Background: an optimization exercise with open tools, aiming at a short achievable clock period and few clock cycles. Do not read the settings as production practice. Where RTL was checked, it was by simulation tests only, not by an equivalence proof against the original. The RTL of run 1 was laid out without a check of its function. No activity file was given, so power comes from the tool's default toggle rates.

==> flow/design.v <==
module rafb_top (
    input  wire        clk,
    input  wire        rst,
    input  wire        cmd_valid,
    output wire        cmd_ready,
    input  wire [31:0] cmd_data,
    output wire        rsp_valid,
    input  wire        rsp_ready,
    output wire [7:0]  rsp_data,
    output wire        frm_valid,
    input  wire        frm_ready,
    output wire [7:0]  frm_data,
    output wire        frm_first,
    output wire [7:0]  frm_pages,
    output wire [7:0]  frm_width,
    output wire [7:0]  pos_x,
    output wire [7:0]  pos_y,
    output wire        dir,
    output wire [3:0]  step,
    output wire        mode,
    output wire        ind_manual,
    output wire        ind_auto,
    output wire        pos_changed,
    output reg         mem_en,
    output reg         mem_we,
    output reg  [9:0]  mem_addr,
    output reg  [7:0]  mem_wdata,
    input  wire [7:0]  mem_rdata
);
    localparam [7:0] OP_SETPX   = 8'h01, OP_GETPX  = 8'h02, OP_FILL    = 8'h03,
                     OP_DRAWSQ  = 8'h04, OP_ERASESQ = 8'h05, OP_DRAWX  = 8'h06,
                     OP_DRAWCH  = 8'h07, OP_DRAWSTR = 8'h08, OP_PRESENT = 8'h09,
                     OP_MVUP    = 8'h10, OP_MVDOWN = 8'h11, OP_MVLEFT  = 8'h12,
                     OP_MVRIGHT = 8'h13, OP_SETMODE = 8'h14, OP_TICK   = 8'h15,
                     OP_RENDER  = 8'h16, OP_CMD    = 8'h20, OP_RDREG   = 8'h30;
    localparam [2:0] S_IDLE = 3'd0,    
                     S_DEC  = 3'd1,    
                     S_DRAW = 3'd2,    
                     S_LD   = 3'd3,    
                     S_FRM  = 3'd4,    
                     S_GET  = 3'd5,    
                     S_RSP  = 3'd6,    
                     S_STR  = 3'd7;    
    localparam [1:0] K_SQ = 2'd0, K_CH = 2'd1, K_CX = 2'd2, K_SP = 2'd3;
    function [24:0] glyph_rom;
        input [5:0] row;
        begin
            case (row)
            6'd0: glyph_rom = 25'h1f8c63f;
            6'd1: glyph_rom = 25'h0e9d72e;
            6'd2: glyph_rom = 25'h0087e40;
            6'd3: glyph_rom = 25'h12ad6b9;
            6'd4: glyph_rom = 25'h0aad6b1;
            6'd5: glyph_rom = 25'h04f9087;
            6'd6: glyph_rom = 25'h09ad6b7;
            6'd7: glyph_rom = 25'h08ad6ae;
            6'd8: glyph_rom = 25'h0119721;
            6'd9: glyph_rom = 25'h0aad6aa;
            6'd10: glyph_rom = 25'h0ead6a2;
            6'd11: glyph_rom = 25'h1e294be;
            6'd12: glyph_rom = 25'h0aad6bf;
            6'd13: glyph_rom = 25'h118c62e;
            6'd14: glyph_rom = 25'h0e8c63f;
            6'd15: glyph_rom = 25'h11ad6bf;
            6'd16: glyph_rom = 25'h01294bf;
            6'd17: glyph_rom = 25'h0dac62e;
            6'd18: glyph_rom = 25'h1f2109f;
            6'd19: glyph_rom = 25'h118fe31;
            6'd20: glyph_rom = 25'h017c608;
            6'd21: glyph_rom = 25'h008a89f;
            6'd22: glyph_rom = 25'h108421f;
            6'd23: glyph_rom = 25'h1f1105f;
            6'd24: glyph_rom = 25'h1f4105f;
            6'd25: glyph_rom = 25'h0e8c62e;
            6'd26: glyph_rom = 25'h02294bf;
            6'd27: glyph_rom = 25'h164d62e;
            6'd28: glyph_rom = 25'h12694bf;
            6'd29: glyph_rom = 25'h09ad6b2;
            6'd30: glyph_rom = 25'h010fc21;
            6'd31: glyph_rom = 25'h0f8420f;
            6'd32: glyph_rom = 25'h0744107;
            6'd33: glyph_rom = 25'h1f4111f;
            6'd34: glyph_rom = 25'h1151151;
            6'd35: glyph_rom = 25'h0117041;
            6'd36: glyph_rom = 25'h119d731;
            default: glyph_rom = 25'h0;
            endcase
        end
    endfunction
    function [24:0] glyph_of;
        input [7:0] ch;
        begin
            if (ch >= 8'h41 && ch <= 8'h5A)
                glyph_of = glyph_rom(ch[5:0] - 6'h01 + 6'd11);
            else if (ch >= 8'h30 && ch <= 8'h39)
                glyph_of = glyph_rom(ch[5:0] - 6'h30 + 6'd1);
            else
                glyph_of = 25'h0;
        end
    endfunction
    reg [2:0]  state;
    reg        rdy_r;
    reg [31:0] cmd_r;
    reg        rsp_v_r;
    reg [7:0]  rsp_r;
    reg [2:0]  get_bit;
    reg        rend_2nd;       
    reg [7:0]  px_r, py_r, prevx_r, prevy_r;
    reg        dir_r, mode_r, nmode_r, pc_r;
    reg [3:0]  step_r;
    wire [7:0] op = cmd_r[31:24];
    wire [7:0] fa = cmd_r[23:16];
    wire [7:0] fb = cmd_r[15:8];
    wire [7:0] fc = cmd_r[7:0];
    assign cmd_ready   = rdy_r;
    assign rsp_valid   = rsp_v_r;
    assign rsp_data    = rsp_r;
    assign frm_pages   = 8'd8;
    assign frm_width   = 8'd128;
    assign pos_x       = px_r;
    assign pos_y       = py_r;
    assign dir         = dir_r;
    assign step        = step_r;
    assign mode        = mode_r;
    assign ind_manual  = nmode_r;
    assign ind_auto    = mode_r;
    assign pos_changed = pc_r;
    reg        g_act;
    reg [1:0]  g_kind;
    reg        g_co;           
    reg [7:0]  g_x, g_y;
    reg [7:0]  g_i;            
    reg [2:0]  g_p;            
    reg        g_h;            
    reg        g_v;            
    reg [24:0] g_glyph;
    reg [2:0]  g_p0, g_p1;     
    reg [7:0]  g_mf, g_ml;     
    reg [7:0]  g_ilast;        
    reg        g_twoh;         
    reg        pl_act;
    reg [1:0]  pl_kind;
    reg [7:0]  pl_x, pl_y;
    reg        pl_v;
    reg [24:0] pl_glyph;
    reg [2:0]  pl_p0, pl_p1;
    reg [7:0]  pl_mf, pl_ml;
    reg [7:0]  pl_ilast;
    reg        pl_twoh;
    reg [1:0]  q_n;
    reg [9:0]  q0_a, q1_a;
    reg [7:0]  q0_m, q1_m, q0_d, q1_d;
    reg        q0_co, q1_co;
    reg        lv;
    reg [9:0]  la;
    reg [7:0]  lm, ld;
    reg        lco;
    reg        lhit;
    reg [7:0]  lcd;
    reg [7:0]  c_dat [0:255];
    reg [1:0]  c_tag [0:255];
    reg [255:0] c_val;
    reg [7:0]  rq;
    reg        p1_fr, p1_first, p1_last, p1_get, p1_k, p1_kv, p1_miss;
    reg        p2_fr, p2_first, p2_last, p2_get, p2_k, p2_kv, p2_miss;
    reg        p3_fr, p3_first, p3_last, p3_get, p3_k, p3_kv, p3_miss;
    reg [9:0]  p1_ma, p2_ma, p3_ma;       
    reg [7:0]  p1_mm, p2_mm, p3_mm;
    reg [7:0]  p1_md, p2_md, p3_md;
    reg        fr_act, fr_all;
    reg [9:0]  fr_a;
    reg [2:0]  fr_out;         
    reg        fz;             
    reg [3:0]  fo_blk, fn_blk;
    reg [2:0]  fo_pg, fn_pg;
    reg        ov, of, ol;
    reg [7:0]  od;
    reg [7:0]  f_d [0:3];
    reg        f_f [0:3];
    reg        f_l [0:3];
    reg [1:0]  f_wp, f_rp;
    reg [2:0]  f_n;
    assign frm_valid = ov;
    assign frm_data  = od;
    assign frm_first = of;
    reg [31:0] w_q [0:3];      
    reg [1:0]  w_wp, w_rp;
    reg [2:0]  w_n;
    reg [6:0]  w_left;         
    reg [7:0]  s_left;         
    reg [1:0]  s_bi;           
    reg [8:0]  s_cx, s_cy;
    reg        s_stop;
    reg [1:0]  c_n;            
    reg [7:0]  c0_ch, c1_ch;
    reg [6:0]  c0_x, c1_x;
    reg [5:0]  c0_y, c1_y;
    wire [8:0] g_col = {1'b0, g_x} + {1'b0, g_i};
    reg  [4:0] g_gcol;
    always @(*) begin
        case (g_i[2:0])
            3'd0: g_gcol = g_glyph[4:0];
            3'd1: g_gcol = g_glyph[9:5];
            3'd2: g_gcol = g_glyph[14:10];
            3'd3: g_gcol = g_glyph[19:15];
            default: g_gcol = g_glyph[24:20];
        endcase
    end
    wire [7:0] g_cross = (8'd1 << g_i[2:0]) | (8'd1 << (3'd7 - g_i[2:0]));
    reg  [7:0] g_pd, g_pm;
    always @(*) begin
        case (g_kind)
            K_CH:    begin g_pd = {3'd0, g_gcol}; g_pm = 8'h1F; end
            K_CX:    begin g_pd = g_cross;        g_pm = g_cross; end
            default: begin g_pd = {7'd0, g_v};    g_pm = 8'h01; end
        endcase
    end
    wire [15:0] g_sd = {8'd0, g_pd} << g_y[2:0];
    wire [15:0] g_sm = {8'd0, g_pm} << g_y[2:0];
    wire [5:0]  g_pp = {1'b0, g_y[7:3]} + {5'd0, g_h};
    wire        g_sq = (g_kind == K_SQ);
    wire [7:0]  g_sqm = ((g_p == g_p0) ? g_mf : 8'hFF) & ((g_p == g_p1) ? g_ml : 8'hFF);
    wire [7:0]  g_opm = g_sq ? g_sqm : (g_h ? g_sm[15:8] : g_sm[7:0]);
    wire [7:0]  g_opd = g_sq ? {8{g_v}} : (g_h ? g_sd[15:8] : g_sd[7:0]);
    wire [2:0]  g_opp = g_sq ? g_p : g_pp[2:0];
    wire [9:0]  g_opa = {g_col[6:0], g_opp};
    wire        g_ok  = g_sq || (!g_col[8] && !g_col[7] && g_pp < 6'd8 && g_opm != 8'd0);
    wire        g_last = g_sq ? ((g_p == g_p1) && (g_i == g_ilast))
                              : ((g_i == g_ilast) && (!g_twoh || g_h));
    wire        g_step = g_act && (q_n != 2'd2);
    wire        g_free = !g_act || (g_step && g_last);
    wire        q_push = g_step && g_ok;
    wire       ret     = p3_miss;         
    wire [7:0] r_merge = (rq & ~p3_mm) | (p3_md & p3_mm);
    wire [7:0] l_merge = (lcd & ~lm) | (ld & lm);
    wire       l_full  = (lm == 8'hFF);
    wire       l_go    = lv && !ret;
    wire       l_wr    = l_go && !lco && (lhit ? (l_merge != lcd) : l_full);
    wire       l_rd    = l_go && !lco && !lhit && !l_full;
    wire       l_cwe   = l_go && lhit;
    wire       cw_en   = ret || l_cwe;
    wire [7:0] cw_idx  = ret ? {p3_ma[9:3], p3_ma[0]} : {la[9:3], la[0]};
    wire [1:0] cw_tag  = ret ? p3_ma[2:1] : la[2:1];
    wire [7:0] cw_dat  = ret ? r_merge : l_merge;
    wire [7:0] h_idx   = {q0_a[9:3], q0_a[0]};
    wire       byp     = cw_en && (cw_idx == h_idx);
    wire [7:0] cl_dat  = byp ? cw_dat : c_dat[h_idx];
    wire       cl_hit  = 1'b0;
    wire       h_conf  = (l_rd && {la[9:3], la[0]} == h_idx) ||
                         (p1_miss && {p1_ma[9:3], p1_ma[0]} == h_idx) ||
                         (p2_miss && {p2_ma[9:3], p2_ma[0]} == h_idx);
    wire       l_free  = !lv || l_go;
    wire       q_pop   = (q_n != 2'd0) && l_free && !h_conf;
    wire       drained = !g_act && (q_n == 2'd0) && !lv &&
                         !p1_miss && !p2_miss && !p3_miss;
    wire fr_issue = fr_act && !fr_all && (fr_out < 3'd5);
    wire fr_pop   = ov && frm_ready;
    wire fr_new   = fz && (fr_a[9:6] == fn_blk) && (fr_a[2:0] == fn_pg);
    wire fr_old   = fz && (fr_a[9:6] == fo_blk) && (fr_a[2:0] == fo_pg);
    wire fr_k     = fr_new || fr_old;
    wire get_issue = (state == S_DEC) && (op == OP_GETPX) && (fa < 8'd128) && (fb < 8'd64);
    reg [7:0] reg_val;
    always @(*) begin
        case (fc)
            8'd0:  reg_val = px_r;
            8'd1:  reg_val = py_r;
            8'd2:  reg_val = prevx_r;
            8'd3:  reg_val = prevy_r;
            8'd4:  reg_val = {7'd0, dir_r};
            8'd5:  reg_val = {4'd0, step_r};
            8'd6:  reg_val = {7'd0, mode_r};
            8'd7:  reg_val = {5'd0, pc_r, mode_r, ~mode_r};
            8'd8:  reg_val = 8'h80;
            8'd9:  reg_val = 8'h40;
            8'd10: reg_val = 8'h08;
            default: reg_val = 8'h00;
        endcase
    end
    wire       up_ok    = !(py_r < 8'd16);
    wire       down_ok  = !(py_r > 8'd48);
    wire       left_ok  = !(px_r < 8'd16);
    wire       right_ok = !(px_r > 8'd104);
    reg  [7:0] nx, ny;
    reg        ndir, nmode;
    reg  [3:0] nstep;
    always @(*) begin
        nx = px_r; ny = py_r; ndir = dir_r; nmode = mode_r; nstep = step_r;
        case (op)
            OP_MVUP:    if (up_ok)    ny = py_r - 8'd8;
            OP_MVDOWN:  if (down_ok)  ny = py_r + 8'd8;
            OP_MVLEFT:  if (left_ok)  nx = px_r - 8'd8;
            OP_MVRIGHT: if (right_ok) nx = px_r + 8'd8;
            OP_SETMODE: nmode = fc[0];
            OP_TICK: if (mode_r) begin
                if (step_r < 4'd14) begin
                    if (!dir_r) begin
                        if (right_ok) nx = px_r + 8'd8;
                    end else begin
                        if (left_ok)  nx = px_r - 8'd8;
                    end
                    nstep = step_r + 4'd1;
                end else begin
                    ndir  = ~dir_r;
                    nstep = 4'd0;
                    if (down_ok) ny = py_r + 8'd8;
                end
            end
            OP_CMD: begin
                case (fc)
                8'd0: begin nmode = 1'b0; if (up_ok)    ny = py_r - 8'd8; end
                8'd1: begin nmode = 1'b0; if (left_ok)  nx = px_r - 8'd8; end
                8'd2: begin nmode = 1'b0; if (right_ok) nx = px_r + 8'd8; end
                8'd3: begin nmode = 1'b0; if (down_ok)  ny = py_r + 8'd8; end
                8'd4: nmode = 1'b1;
                default: ;
                endcase
            end
            default: ;
        endcase
    end
    wire        d_fill = (op == OP_FILL);
    wire        d_sq   = d_fill || (op == OP_DRAWSQ) || (op == OP_ERASESQ);
    wire [7:0]  d_x    = d_fill ? 8'd0 : fa;
    wire [7:0]  d_y    = d_fill ? 8'd0 : fb;
    wire [7:0]  d_s    = d_fill ? 8'd128 : fc;
    wire [8:0]  d_e    = {1'b0, d_y} + {1'b0, d_s} - 9'd1;
    wire [8:0]  d_xr   = 9'd127 - {1'b0, d_x};
    wire [1:0]  d_kind = d_sq ? K_SQ : (op == OP_DRAWCH) ? K_CH : (op == OP_DRAWX) ? K_CX : K_SP;
    task load_rsq;
        input [7:0] x0;
        input [7:0] y0;
        input       v;
        begin
            g_kind  <= K_SQ;
            g_co    <= 1'b1;
            g_x     <= x0;
            g_y     <= y0;
            g_v     <= v;
            g_i     <= 8'd0;
            g_h     <= 1'b0;
            g_p     <= y0[5:3];
            g_p0    <= y0[5:3];
            g_p1    <= y0[5:3];
            g_mf    <= 8'hFF;
            g_ml    <= 8'hFF;
            g_ilast <= 8'd7;
            g_act   <= 1'b1;
        end
    endtask
    wire [31:0] w_head  = w_q[w_rp];
    wire [7:0]  s_ch    = w_head[s_bi*8 +: 8];
    wire        s_wrap  = (s_cx + 9'd5 > 9'd128);
    wire [8:0]  s_x     = s_wrap ? 9'd0 : s_cx;
    wire [8:0]  s_y     = s_wrap ? s_cy + 9'd5 : s_cy;
    wire        s_full  = (s_y + 9'd5 > 9'd64);
    wire        s_go    = (w_n != 3'd0) && (s_left != 8'd0) && (c_n != 2'd2);
    wire        s_pop   = s_go && (s_bi == 2'd3 || s_left == 8'd1);
    wire        c_push  = s_go && !s_stop && !s_full;
    wire        a_take  = (c_n != 2'd0) && g_free && (state == S_STR);
    wire        w_take  = rdy_r && cmd_valid && (state == S_STR);
    integer q;
    always @(posedge clk) begin
        rq <= mem_rdata;
        pl_kind  <= d_kind;
        pl_x     <= d_x;
        pl_y     <= d_y;
        pl_v     <= d_sq ? (op != OP_ERASESQ) && (!d_fill || fc[0]) : fc[0];
        pl_glyph <= glyph_of(fc);
        pl_p0    <= d_y[5:3];
        pl_p1    <= (d_e >= 9'd64) ? 3'd7 : d_e[5:3];
        pl_mf    <= 8'hFF << d_y[2:0];
        pl_ml    <= (d_e >= 9'd64) ? 8'hFF : (8'hFF >> (3'd7 - d_e[2:0]));
        pl_ilast <= !d_sq ? ((op == OP_DRAWCH) ? 8'd4 : (op == OP_DRAWX) ? 8'd7 : 8'd0)
                  : ({1'b0, d_s} - 9'd1 < d_xr) ? d_s - 8'd1 : d_xr[7:0];
        pl_twoh  <= (op == OP_DRAWCH) ? (d_y[2:0] > 3'd3) : (op == OP_DRAWX) ? (d_y[2:0] != 3'd0) : 1'b0;
        pl_act   <= (!d_sq || d_s != 8'd0) && (d_x < 8'd128) && (d_y < 8'd64);
        if (rst) begin
            state    <= S_IDLE;
            rdy_r    <= 1'b1;
            rsp_v_r  <= 1'b0;
            rend_2nd <= 1'b0;
            px_r     <= 8'd8;
            py_r     <= 8'd8;
            prevx_r  <= 8'd8;
            prevy_r  <= 8'd8;
            dir_r    <= 1'b0;
            step_r   <= 4'd0;
            mode_r   <= 1'b0;
            nmode_r  <= 1'b1;
            pc_r     <= 1'b0;
            g_act    <= 1'b0;
            q_n      <= 2'd0;
            lv       <= 1'b0;
            c_val    <= 256'd0;
            mem_en   <= 1'b0;
            mem_we   <= 1'b0;
            fr_act   <= 1'b0;
            fr_all   <= 1'b0;
            fr_out   <= 3'd0;
            fz       <= 1'b0;
            p1_fr    <= 1'b0;
            p1_get   <= 1'b0;
            p1_miss  <= 1'b0;
            p2_fr    <= 1'b0;
            p2_get   <= 1'b0;
            p2_miss  <= 1'b0;
            p3_fr    <= 1'b0;
            p3_get   <= 1'b0;
            p3_miss  <= 1'b0;
            ov       <= 1'b0;
            f_wp     <= 2'd0;
            f_rp     <= 2'd0;
            f_n      <= 3'd0;
            w_wp     <= 2'd0;
            w_rp     <= 2'd0;
            w_n      <= 3'd0;
            w_left   <= 7'd0;
            s_left   <= 8'd0;
            c_n      <= 2'd0;
        end else begin
            if (g_step) begin
                if (g_last) begin
                    g_act <= 1'b0;
                end else if (g_sq) begin
                    if (g_p == g_p1) begin
                        g_p <= g_p0;
                        g_i <= g_i + 8'd1;
                    end else begin
                        g_p <= g_p + 3'd1;
                    end
                end else begin
                    if (g_twoh && !g_h) begin
                        g_h <= 1'b1;
                    end else begin
                        g_h <= 1'b0;
                        g_i <= g_i + 8'd1;
                    end
                end
            end
            if (state == S_LD) begin
                g_kind  <= pl_kind;
                g_co    <= 1'b0;
                g_x     <= pl_x;
                g_y     <= pl_y;
                g_v     <= pl_v;
                g_glyph <= pl_glyph;
                g_i     <= 8'd0;
                g_h     <= 1'b0;
                g_p     <= pl_p0;
                g_p0    <= pl_p0;
                g_p1    <= pl_p1;
                g_mf    <= pl_mf;
                g_ml    <= pl_ml;
                g_ilast <= pl_ilast;
                g_twoh  <= pl_twoh;
                g_act   <= pl_act;
            end
            if (g_free && rend_2nd) begin
                rend_2nd <= 1'b0;
                load_rsq(px_r, py_r, 1'b1);
            end
            if (a_take) begin
                g_kind  <= K_CH;
                g_co    <= 1'b0;
                g_x     <= {1'b0, c0_x};
                g_y     <= {2'b0, c0_y};
                g_v     <= 1'b1;
                g_glyph <= glyph_of(c0_ch);
                g_i     <= 8'd0;
                g_h     <= 1'b0;
                g_ilast <= 8'd4;
                g_twoh  <= (c0_y[2:0] > 3'd3);
                g_act   <= 1'b1;
            end
            if (q_pop) begin
                if (q_n == 2'd2) begin
                    q0_a <= q1_a; q0_m <= q1_m; q0_d <= q1_d; q0_co <= q1_co;
                end
                if (q_push && q_n == 2'd1) begin
                    q0_a <= g_opa; q0_m <= g_opm; q0_d <= g_opd; q0_co <= g_co;
                end
                if (q_push && q_n == 2'd2) begin
                    q1_a <= g_opa; q1_m <= g_opm; q1_d <= g_opd; q1_co <= g_co;
                end
            end else if (q_push) begin
                if (q_n == 2'd0) begin
                    q0_a <= g_opa; q0_m <= g_opm; q0_d <= g_opd; q0_co <= g_co;
                end else begin
                    q1_a <= g_opa; q1_m <= g_opm; q1_d <= g_opd; q1_co <= g_co;
                end
            end
            q_n <= q_n + {1'b0, q_push} - {1'b0, q_pop};
            if (q_pop) begin
                lv   <= 1'b1;
                la   <= q0_a;
                lm   <= q0_m;
                ld   <= q0_d;
                lco  <= q0_co;
                lhit <= cl_hit;
                lcd  <= cl_dat;
            end else if (l_free) begin
                lv   <= 1'b0;
            end
            if (cw_en) begin
                c_dat[cw_idx] <= cw_dat;
                c_tag[cw_idx] <= cw_tag;
                c_val[cw_idx] <= 1'b1;
            end
            p1_fr    <= 1'b0;
            p1_get   <= 1'b0;
            p1_miss  <= 1'b0;
            p1_k     <= fr_k;
            p1_kv    <= fr_new;
            p1_first <= (fr_a == 10'd0);
            p1_last  <= (fr_a == 10'd1023);
            p1_ma    <= la;
            p1_mm    <= lm;
            p1_md    <= ld;
            if (ret) begin
                mem_en    <= 1'b1;
                mem_we    <= 1'b1;
                mem_addr  <= p3_ma;
                mem_wdata <= r_merge;
            end else if (l_wr) begin
                mem_en    <= 1'b1;
                mem_we    <= 1'b1;
                mem_addr  <= la;
                mem_wdata <= lhit ? l_merge : ld;
            end else if (l_rd) begin
                mem_en    <= 1'b1;
                mem_we    <= 1'b0;
                mem_addr  <= la;
                p1_miss   <= 1'b1;
            end else if (fr_issue) begin
                mem_en    <= 1'b1;
                mem_we    <= fr_k;
                mem_addr  <= fr_a;
                mem_wdata <= {8{fr_new}};
                p1_fr     <= 1'b1;
            end else if (get_issue) begin
                mem_en    <= 1'b1;
                mem_we    <= 1'b0;
                mem_addr  <= {fa[6:0], fb[5:3]};
                p1_get    <= 1'b1;
            end else begin
                mem_en    <= 1'b0;
                mem_we    <= 1'b0;
            end
            p2_fr    <= p1_fr;
            p2_first <= p1_first;
            p2_last  <= p1_last;
            p2_get   <= p1_get;
            p2_k     <= p1_k;
            p2_kv    <= p1_kv;
            p2_miss  <= p1_miss;
            p2_ma    <= p1_ma;
            p2_mm    <= p1_mm;
            p2_md    <= p1_md;
            p3_fr    <= p2_fr;
            p3_first <= p2_first;
            p3_last  <= p2_last;
            p3_get   <= p2_get;
            p3_k     <= p2_k;
            p3_kv    <= p2_kv;
            p3_miss  <= p2_miss;
            p3_ma    <= p2_ma;
            p3_mm    <= p2_mm;
            p3_md    <= p2_md;
            if (fr_issue) begin
                fr_a <= fr_a + 10'd1;
                if (fr_a == 10'd1023) fr_all <= 1'b1;
            end
            fr_out <= fr_out + {2'd0, fr_issue} - {2'd0, fr_pop};
            if (!ov || fr_pop) begin
                if (f_n != 3'd0) begin
                    ov <= 1'b1;
                    od <= f_d[f_rp];
                    of <= f_f[f_rp];
                    ol <= f_l[f_rp];
                end else if (p3_fr) begin
                    ov <= 1'b1;
                    od <= p3_k ? {8{p3_kv}} : rq;
                    of <= p3_first;
                    ol <= p3_last;
                end else begin
                    ov <= 1'b0;
                end
            end
            if (p3_fr && !((!ov || fr_pop) && f_n == 3'd0)) begin
                f_d[f_wp] <= p3_k ? {8{p3_kv}} : rq;
                f_f[f_wp] <= p3_first;
                f_l[f_wp] <= p3_last;
                f_wp <= f_wp + 2'd1;
            end
            if ((!ov || fr_pop) && f_n != 3'd0)
                f_rp <= f_rp + 2'd1;
            f_n <= f_n + {2'd0, p3_fr && !((!ov || fr_pop) && f_n == 3'd0)}
                       - {2'd0, (!ov || fr_pop) && f_n != 3'd0};
            if (w_take) begin
                w_q[w_wp] <= cmd_data;
                w_wp <= w_wp + 2'd1;
            end
            if (s_pop) w_rp <= w_rp + 2'd1;
            w_n <= w_n + {2'd0, w_take} - {2'd0, s_pop};
            if (s_go) begin
                s_left <= s_left - 8'd1;
                s_bi   <= s_bi + 2'd1;
                if (s_pop) s_bi <= 2'd0;
                if (s_stop || s_full) begin
                    s_stop <= 1'b1;
                end else begin
                    s_cx <= s_x + 9'd5;
                    s_cy <= s_y;
                end
            end
            if (a_take) begin
                if (c_n == 2'd2) begin
                    c0_ch <= c1_ch; c0_x <= c1_x; c0_y <= c1_y;
                end
                if (c_push && c_n == 2'd1) begin
                    c0_ch <= s_ch; c0_x <= s_x[6:0]; c0_y <= s_y[5:0];
                end
                if (c_push && c_n == 2'd2) begin
                    c1_ch <= s_ch; c1_x <= s_x[6:0]; c1_y <= s_y[5:0];
                end
            end else if (c_push) begin
                if (c_n == 2'd0) begin
                    c0_ch <= s_ch; c0_x <= s_x[6:0]; c0_y <= s_y[5:0];
                end else begin
                    c1_ch <= s_ch; c1_x <= s_x[6:0]; c1_y <= s_y[5:0];
                end
            end
            c_n <= c_n + {1'b0, c_push} - {1'b0, a_take};
            case (state)
            S_IDLE: if (cmd_valid) begin
                cmd_r <= cmd_data;
                rdy_r <= 1'b0;
                state <= S_DEC;
            end
            S_DEC: begin
                px_r    <= nx;
                py_r    <= ny;
                dir_r   <= ndir;
                step_r  <= nstep;
                mode_r  <= nmode;
                nmode_r <= ~nmode;
                pc_r    <= (nx != prevx_r) || (ny != prevy_r);
                state   <= S_IDLE;
                rdy_r   <= 1'b1;
                case (op)
                OP_SETPX, OP_FILL, OP_DRAWSQ, OP_ERASESQ, OP_DRAWX, OP_DRAWCH: begin
                    state <= S_LD; rdy_r <= 1'b0;
                end
                OP_GETPX: begin
                    get_bit <= fb[2:0];
                    rdy_r   <= 1'b0;
                    if (fa < 8'd128 && fb < 8'd64) begin
                        state <= S_GET;
                    end else begin
                        rsp_r   <= 8'd0;
                        rsp_v_r <= 1'b1;
                        state   <= S_RSP;
                    end
                end
                OP_DRAWSTR: if (fc != 8'd0) begin
                    w_left <= fc[7:2] + {5'd0, fc[1:0] != 2'd0};
                    s_left <= fc;
                    s_bi   <= 2'd0;
                    s_cx   <= {1'b0, fa};
                    s_cy   <= {1'b0, fb};
                    s_stop <= 1'b0;
                    state  <= S_STR;
                end
                OP_PRESENT: begin
                    fr_act <= 1'b1;
                    fr_all <= 1'b0;
                    fr_a   <= 10'd0;
                    fz     <= 1'b0;
                    state  <= S_FRM; rdy_r <= 1'b0;
                end
                OP_RENDER: if (pc_r) begin
                    fr_act   <= 1'b1;
                    fr_all   <= 1'b0;
                    fr_a     <= 10'd0;
                    fz       <= 1'b1;
                    fo_blk   <= prevx_r[6:3];
                    fo_pg    <= prevy_r[5:3];
                    fn_blk   <= px_r[6:3];
                    fn_pg    <= py_r[5:3];
                    load_rsq(prevx_r, prevy_r, 1'b0);
                    rend_2nd <= 1'b1;
                    prevx_r  <= px_r;
                    prevy_r  <= py_r;
                    pc_r     <= 1'b0;
                    state    <= S_FRM; rdy_r <= 1'b0;
                end
                OP_RDREG: begin
                    rsp_r   <= reg_val;
                    rsp_v_r <= 1'b1;
                    state   <= S_RSP; rdy_r <= 1'b0;
                end
                default: ;
                endcase
            end
            S_LD: state <= S_DRAW;
            S_DRAW: if (drained) begin
                rdy_r <= 1'b1;
                state <= S_IDLE;
            end
            S_FRM: if (fr_pop && ol && drained && !rend_2nd) begin
                fr_act <= 1'b0;
                rdy_r  <= 1'b1;
                state  <= S_IDLE;
            end
            S_GET: if (p3_get) begin
                rsp_r   <= {7'd0, rq[get_bit]};
                rsp_v_r <= 1'b1;
                state   <= S_RSP;
            end
            S_RSP: if (rsp_ready) begin
                rsp_v_r <= 1'b0;
                rdy_r   <= 1'b1;
                state   <= S_IDLE;
            end
            S_STR: begin
                if (w_take) w_left <= w_left - 7'd1;
                rdy_r <= (w_left - {6'd0, w_take} != 7'd0) &&
                         (w_n + {2'd0, w_take} < 3'd4);
                if (s_left == 8'd0 && c_n == 2'd0 && drained) begin
                    rdy_r <= 1'b1;
                    state <= S_IDLE;
                end
            end
            default: state <= S_IDLE;
            endcase
        end
    end
endmodule
==> flow/run.sh <==
#!/bin/bash
# synth_recipe.tcl (not shown) runs the flow's synth.tcl, then flattens the netlist and writes it again
# the make line also repeats each setting of config.mk as NAME=value (left out here)
make -C /OpenROAD-flow-scripts/flow DESIGN_CONFIG=/design/flow/config.mk WORK_HOME=/design/flow/orfs CLKGATE_MAP_FILE= SYNTH_SCRIPT=/design/flow/synth_recipe.tcl finish
==> flow/config.mk <==
export PLATFORM = sky130hd
export DESIGN_NAME = rafb_top
export DESIGN_NICKNAME = rafb_top
export VERILOG_FILES = /design/flow/design.v
export SDC_FILE = /design/flow/constraint.sdc
export NUM_CORES = 4
export LEC_CHECK = 0
export CAP_MARGIN = 20
export CORE_MARGIN = 2
export CORE_UTILIZATION = 40
export SETUP_SLACK_MARGIN = 5
export SLEW_MARGIN = 20
==> flow/constraint.sdc <==
create_clock -name core_clock -period 9.0 [get_ports {clk}]
set_input_delay 1.8000 -clock core_clock [delete_from_list [all_inputs] [get_ports {clk}]]
set_output_delay 1.8000 -clock core_clock [all_outputs]
set_load 0.01 [all_outputs]
==> out/qor.json, run 1 <==
{
  "status": {
    "status": "complete, no violations"
  },
  "cts": {
    "cts_htree_levels": 3,
    "clock_sinks": 755,
    "clock_slew_at_the_register_clock_pins_of_the_worst_setup_and_hold_paths_ps": 60,
    "cts_tree": "built",
    "clk_path_buf_depth": 3,
    "cts_inserted_buffers": 78,
    "clk-insertion-delay-late_ps": 650,
    "cts_root_buf": "clkbuf_16",
    "hold_buffers": 0
  },
  "floorplanning": {
    "die_y_um": 317,
    "design.die.area_sq_mm": 0.101,
    "start_util": 0.404,
    "die_w_um": 317,
    "fp.coreArea_sq_mm": 0.0970,
    "ioPinCount": 126,
    "rows": 114
  },
  "place": {
    "placement.cell_area_sq_mm": 0.0414,
    "pre_cts_ws_ps": 4310,
    "place.port_buffers": 103,
    "globalplace.congestion": 0.941,
    "dpl.hpwl_um": 77800
  },
  "sta": {
    "whs_ps": 413,
    "fin_setup_tns_ps": 0,
    "worst_slew_margin_rel": 0.189,
    "finalMaxSlewViolations": 0,
    "fin_worst_skew_ps": 26.1,
    "final-setup-viol-count": 0,
    "hold_viol": 0,
    "worst_slew_pin_slew_ps": 1200,
    "fin_ws_ps": 5050,
    "finalWorstPathRequiredPeriod_ps": 3950,
    "layout_worst_path_cycle_share": 0.438,
    "setup_repair_after_global_routing_missed_its_margin": "yes",
    "maximum_frequency_from_static_timing_analysis_ghz": 0.253
  },
  "critical_path": {
    "worstSetupStartpoint": "px_r[6]",
    "crit_chain": "clkdlybuf4s50_1",
    "reg2reg_from": "cmd_r[0]",
    "crit_type": "reg2out",
    "worst_ep_required_time_ps": 7200,
    "worst_path_max_fanout": 16,
    "endpoint_kind": "output pin",
    "critPathArrivalTime_ps": 2150,
    "worst_path_dominant_cell_family": "flip-flops",
    "max_stage_delay_ps": 820,
    "setup.worst_path.start_class": "flop",
    "slowest_stage": "dfxtp_1",
    "wp_buf_inv": 1,
    "reg2reg_slack_ps": 5070
  },
  "yosys": {
    "yosysWarnings": 1,
    "synth-async-reset-ratio": 0,
    "synthFlopType": "edfxtp_1",
    "synthesis.instances": 3697,
    "synth.avg_cell_area_sq_um": 10.6,
    "post_synth_instance_area_sq_mm": 0.0392,
    "unique_cell_type_count_in_the_yosys_netlist": 85,
    "seq_area_frac_synth": 0.535,
    "synth.ff_latch_count": 755,
    "synth_edf_count": 585
  },
  "detailed_routing": {
    "route.vias.total": 29737,
    "met3WireLength_um": 7940,
    "drcViolationCount": 0,
    "metal1_wirelength_um": 48900,
    "wire_per_inst_um": 22.3,
    "routed_wirelength_um": 113000,
    "postRouteAntennaNets": 0,
    "drt_first_iter_violations": 3560,
    "routed_via_density": 5.86,
    "top_sig_layer": "met4",
    "routed-wl-met2_um": 52500,
    "tritonroute_pass_1_iters": 6
  },
  "worst_hold_path": {
    "hold_path_startpoint": "p1_k",
    "hp-class": "reg2reg"
  },
  "power": {
    "power_per_cell_area_mw_per_mm2": 195,
    "ir_drop_v": 0.000193,
    "p_leak_nw": 15.8
  },
  "job": {
    "maxCapViolCount": 0
  },
  "final_layout": {
    "layout-drive-gt1-share": 0.118,
    "antennaDiodeCount": 0,
    "design.final.nets": 3895,
    "synthesis_to_layout_area_growth_pct": 14.1,
    "finalInstanceArea_sq_mm": 0.0448
  },
  "global_routing": {
    "grt_start_max_net_pins": 80,
    "first_global_vias": 27781,
    "antenna_found_initial": 2,
    "globalRouteTotalUtil": 0.220,
    "grt_pass1_wl_um": 171000,
    "grt.overflow.total": 0
  }
}
-- cell families after synthesis --
family          Yosys count  share of synthesized area
mux                     170                     0.0652
simple gates           1152                      0.134
other cells               2                   0.000191
buf+inv                 396                     0.0410
xor+xnor                147                     0.0328
flops                   755                      0.535
compound gates          957                      0.153
fa+ha+maj               118                     0.0388
-- worst paths after layout --
check                       to  cells after the start
hold reg to reg           p2_k                      0
setup / recovery      pos_x[6]                      1
setup reg to reg  pl_glyph[19]                     10
hold / removal            p2_k                      0
-- through the flow --
| step | utilization | total power (W) | std cells |
|---|---|---|---|
| after floorplan | - | 0.00502 | 3717 |
| final | 0.461 | 0.00872 | 5073 |
| after detailed placement | 0.427 | 0.00539 | 4883 |
| after CTS | 0.457 | 0.00877 | 5045 |
| after global placement | 0.427 | 0.00537 | 4882 |
| after global routing | 0.461 | 0.00905 | 5073 |
-- report_power, final --
| part | internal, W | switching, W |
|---|---|---|
| clock | 0.00192 | 0.00140 |
| combinational | 0.000518 | 0.000660 |
| sequential | 0.00404 | 0.000172 |
| total | 0.00648 | 0.00224 |
-- cell type report --
type	instances	area, sq um
Fill cell	9016	52200
Sequential cell	755	21000
Clock inverter	40	469
Multi-Input combinational cell	2569	17100
Inverter	111	435
Tap cell	1276	1600
Clock buffer	105	2200
Timing Repair Buffer	217	1960
-- Yosys cell counts, drive strengths merged, types with 27 or more instances --
| master | count | area share |
|---|---|---|
| xnor2 | 77 | 0.017 |
| mux4 | 55 | 0.032 |
| nor3 | 79 | 0.010 |
| o22ai | 36 | 0.0057 |
| inv | 103 | 0.0099 |
| nand2 | 453 | 0.043 |
| nor2b | 37 | 0.0059 |
| a21oi | 260 | 0.033 |
| a31oi | 74 | 0.012 |
| and3 | 27 | 0.0043 |
| mux2i | 46 | 0.012 |
| a22oi | 27 | 0.0052 |
| xor2 | 70 | 0.016 |
| o211ai | 31 | 0.0059 |
| o21ai | 264 | 0.034 |
| a21o | 28 | 0.0054 |
| clkbuf | 226 | 0.022 |
| a211oi | 31 | 0.0059 |
| mux2 | 69 | 0.022 |
| nand3 | 117 | 0.015 |
| ha | 112 | 0.036 |
| nor2 | 266 | 0.025 |
| buf | 59 | 0.0087 |
| edfxtp | 585 | 0.45 |
| dfxtp | 170 | 0.087 |
| and2 | 30 | 0.0048 |
-- flip-flops by register name, summed over array words and instances (netlist names), 9 cells and up, named ones only --
| name | count |
|---|---|
| w_q | 128 |
| p3_ma | 10 |
| q0_a | 10 |
| q1_a | 10 |
| p2_ma | 10 |
| f_d | 32 |
| la | 10 |
| g_glyph | 25 |
| s_cx | 9 |
| p1_ma | 10 |
| pl_glyph | 25 |
| cmd_r | 32 |
| fr_a | 10 |
| mem_addr | 10 |
| s_cy | 9 |
-- repair_timing --
action	4_1_cts	5_1_grt
pin swaps	6	6
buffers inserted	14	27
gates cloned	3	1
gates resized for setup	26	43
setup endpoints to repair	193	172
-- cell usage in the layout (no fill, tap or decap), types with 23 or more instances in the layout --
cell type        instances
a211oi_1                29
a21o_1                  28
a21oi_1                255
a221oi_1                25
a22oi_1                 26
a311oi_1                25
a31oi_1                 71
and2_1                  28
and3_1                  24
buf_4                  107
clkbuf_16               81
clkdlybuf4s50_1        102
dfxtp_1                167
edfxtp_1               585
ha_1                   103
inv_1                   99
mux2_2                  43
mux2_4                  23
mux2i_1                 46
mux4_2                  55
nand2_1                450
nand2b_1                24
nand3_1                116
nand4_1                 25
nor2_1                 262
nor2b_1                 35
nor3_1                  74
o211ai_1                31
o21ai_0                259
o22ai_1                 36
xnor2_1                 73
xor2_1                  69
-- layer usage --
layer | track usage | vias up
li1 | - | 13806
met1 | 0.306 | 14487
met2 | 0.354 | 1238
met3 | 0.0308 | 206
met4 | 0.0762 | 0
met5 | 0 | -
==> run 2: changes to the inputs <==
--- a/flow/design.v
+++ b/flow/design.v
@@ -247,3 +247,4 @@
     wire [7:0] cl_dat  = byp ? cw_dat : c_dat[h_idx];
-    wire       cl_hit  = 1'b0;
+    wire       cl_hit  = byp ? (cw_tag == q0_a[2:1])
+                             : (c_val[h_idx] && (c_tag[h_idx] == q0_a[2:1]));
     wire       h_conf  = (l_rd && {la[9:3], la[0]} == h_idx) ||
@@ -527,3 +528,3 @@
                 mem_addr  <= la;
-                mem_wdata <= lhit ? l_merge : ld;
+                mem_wdata <= l_merge;
             end else if (l_rd) begin
==> run 2 against run 1 <==
  * The layout now fails its checks (slew limit)
  * Sequential share of layout area up 13 points
  * Final cell count rose to 2.9 times the previous value
  * Critical path depth rose by 16
  * Global-route usage down 0.18 points
  * Largest power group unchanged
==> out/qor.json, run 2 <==
{
  "sta": {
    "maximum_frequency_from_static_timing_analysis_ghz": 0.244,
    "finalMaxSlewViolations": 116,
    "whs_ps": 409,
    "final-setup-viol-count": 0,
    "fin_setup_tns_ps": 0,
    "hold_viol": 0,
    "layout_worst_path_cycle_share": 0.456,
    "worst_slew_pin_slew_ps": 1740,
    "setup_repair_after_global_routing_missed_its_margin": "yes",
    "fin_worst_skew_ps": 124,
    "finalWorstPathRequiredPeriod_ps": 4100,
    "worst_slew_margin_rel": -0.161
  },
  "place": {
    "placedCellCount": 13789,
    "placement.cell_area_sq_mm": 0.157,
    "globalplace.congestion": 0.870,
    "place.port_buffers": 103,
    "dpl.hpwl_um": 265000
  },
  "yosys": {
    "yosysWarnings": 1,
    "synthTopCellsByCount": "edfxtp_1, mux4_2, nor2_1",
    "post-synth-top-area-fraction": 0.633,
    "synth.avg_cell_area_sq_um": 16.5,
    "synth_edf_count": 3154,
    "synthFlopType": "edfxtp_1",
    "unique_cell_type_count_in_the_yosys_netlist": 98,
    "synthMostInstantiatedCell": "edfxtp_1",
    "synthTopCellsByArea": "edfxtp_1, mux4_2, dfxtp_1",
    "synth-async-reset-ratio": 0,
    "post_synth_instance_area_sq_mm": 0.150,
    "yosys_top_cell_by_area": "edfxtp_1",
    "synthesis.instances": 9098,
    "seq_area_frac_synth": 0.691,
    "synth.ff_latch_count": 3588
  },
  "final_layout": {
    "flip_flop_count_of_the_largest_register_all_copies_and_words_added": 2048,
    "postLayoutCoreUtil": 0.463,
    "largest_register": "c_dat",
    "finalInstanceArea_sq_mm": 0.172,
    "most_common_cell_after_layout_fill_and_taps_aside": "edfxtp_1",
    "layout-drive-gt1-share": 0.242,
    "finalNonFillerCells": 14627,
    "synthesis_to_layout_area_growth_pct": 15.2,
    "reg.largest.list": "c_dat (2048), c_tag (512), c_val (256)",
    "design.final.nets": 9507,
    "layout_common_cells": "edfxtp_1, mux4_2, nor2_1"
  },
  "cts": {
    "cts_inserted_buffers": 367,
    "clock_sinks": 3588,
    "cts_root_buf": "clkbuf_16",
    "clk-insertion-delay-late_ps": 960,
    "hold_buffers": 0,
    "clock_slew_at_the_register_clock_pins_of_the_worst_setup_and_hold_paths_ps": 60,
    "clk_path_buf_depth": 4,
    "cts_htree_levels": 5,
    "cts_tree": "built"
  },
  "detailed_routing": {
    "routed_wirelength_um": 426000,
    "postRouteAntennaNets": 0,
    "tritonroute_pass_1_iters": 8,
    "drt_first_iter_violations": 11256,
    "wire_per_inst_um": 29.1,
    "routed_via_density": 5.95,
    "route.vias.total": 87070,
    "drcViolationCount": 0
  },
  "critical_path": {
    "reg2reg_slack_ps": 4900,
    "reg2reg_from": "g_i[0]",
    "endpoint_kind": "flop",
    "rr_worst_depth": 17,
    "crit_type": "reg2reg",
    "crit_chain": "inv_2 > ha_4 > mux2_4 > a211oi_4 > a221oi_2 > o32a_4 > nand4b_4 > nor4_4 > nand2_2 > buf_4 > buf_4 > buf_6 > a31oi_4 > buf_12 > buf_12 > a21oi_4 > clkbuf_16",
    "worst_path_dominant_cell_family": "compound AO/OA/AOI/OAI gates",
    "critPathArrivalTime_ps": 4790,
    "slowest_stage": "edfxtp_1",
    "worst_ep_required_time_ps": 9680,
    "wp_buf_inv": 7,
    "max_stage_delay_ps": 510,
    "worst_path_max_fanout": 8,
    "r2r-end": "q0_d[6]",
    "setup.worst_path.start_class": "flop"
  },
  "power": {
    "p_leak_nw": 55.0,
    "power_per_cell_area_mw_per_mm2": 259,
    "ir_drop_v": 0.000229
  },
  "floorplanning": {
    "design.die.area_sq_mm": 0.379,
    "ioPinCount": 126,
    "die_y_um": 616,
    "rows": 224,
    "fp.coreArea_sq_mm": 0.372,
    "start_util": 0.402,
    "die_w_um": 616
  },
  "global_routing": {
    "grt.overflow.total": 0,
    "first_global_vias": 84762,
    "grt_pass1_wl_um": 612000,
    "grt_start_max_net_pins": 261,
    "antenna_found_initial": 19,
    "globalRouteTotalUtil": 0.218
  },
  "worst_hold_path": {
    "hold_path_startpoint": "p1_mm[2]",
    "worst_hold_path.num_cells": 0,
    "min_delay_worst_endpoint": "p2_mm[2]",
    "hp-class": "reg2reg"
  },
  "job": {
    "maxCapViolCount": 0
  },
  "status": {
    "status": "failed layout checks",
    "violations": "slew limit"
  }
}
## run 2: cell count changes after synthesis, sizes merged, moves of 23 or more
cell,previous run,this run
a211oi,31,65
a21oi,260,517
a22oi,27,85
buf,59,192
clkbuf,226,441
dfxtp,170,434
edfxtp,585,3154
mux2i,46,114
mux4,55,905
nand2,453,525
nand3,117,151
nor2,266,826
nor2b,37,60
## run 2: worst max-delay path by stage
stage / from / endpoint / slack, ps / cells past startpoint
finish: g_i[0] / q0_d[6] / 4900 / 17
global route: g_i[0] / flop / 4760 / 18
CTS: p3_miss / c_dat[168][2] / 4630 / 6
detailed placement: rst / c_dat[249][7] / 3700 / 6
global placement: cmd_r[29] / pl_ml[1] / 3740 / 17
floorplan: p3_miss / c_dat[0][0] / 3490 / 4
## run 2: cell families after synthesis
| logic type | Yosys count | synth area share |
|---|---|---|
| xor+xnor | 183 | 0.0107 |
| flops | 3588 | 0.691 |
| fa+ha+maj | 126 | 0.0108 |
| compound gates | 1409 | 0.0594 |
| buf+inv | 761 | 0.0208 |
| mux | 1098 | 0.150 |
| simple gates | 1931 | 0.0569 |
| other cells | 2 | 0.0000502 |
## run 2: metrics by stage
step                      worst slack (ps)  total power (W)
after CTS                             4630           0.0445
after detailed placement              3700           0.0291
after floorplan                       3490           0.0256
after global placement                3740           0.0289
final                                 4900           0.0447
after global routing                  4760           0.0459
## run 2: power by group
part | switching, W | leakage, nW | internal (W)
clock | 0.00656 | 5.79 | 0.00857
combinational | 0.00609 | 17.2 | 0.00348
sequential | 0.000334 | 32.0 | 0.0196
total | 0.0130 | 55.0 | 0.0317
## run 2: per-layer routing
layer  global-route usage  wire [um]
met1                0.313     177000
met2                0.344     199000
met3               0.0392      38000
met4               0.0577      12700
met5                    0         13
## run 2: final cells by class
type / instances / area, sq um
clock buffer: 473 / 9900
fill: 31372 / 200000
multi-input combinational: 4770 / 45300
tap: 4972 / 6220
clock inverter: 207 / 2040
timing repair buffer: 481 / 4940
antenna: 8 / 20.0
sequential: 3588 / 103000
inverter: 128 / 522
## run 2: timing repair
| item | 4_1_cts | 5_1_grt |
|---|---|---|
| buffers inserted | 70 | 55 |
| gates cloned | 11 | 8 |
| setup endpoints to repair | 2695 | 1829 |
| gates resized for setup | 426 | 141 |
| pin swaps | 18 | 24 |
Testbench counts of run 2, summed over its fixed seeds: cycles 259,485.

afterwards: timing with drivers on the ports:
Ports are ideal in the flow. The routed layouts listed here were re-timed in OpenROAD. Step 1: set_driving_cell puts a clkbuf_16 on clk and a buf_2 on each other input, an assumption about the parent block. Step 2 moves the port delays by t, midway between the first and last clock arrival at a register: inputs arrive t later, outputs are due t later. That takes back most of the time a late clock gives input paths. a / b / c = no drivers / after step 1 / after step 2; a / b = the first two.
run | t (ns) | slack for setup (ns) | slew at the worst register clock pin (ns) | pins driven straight from the clock port
run 1 | 0.707 | 5.054 / 4.985 / 4.697 | 0.07 / 0.07 | 1
run 2 | 1.011 | 4.896 / 4.896 / 4.169 | 0.07 / 0.07 | 1
The setup slack of run 2, which loses most, moves by 0.000 ns with the drivers and by -0.727 ns with both steps.
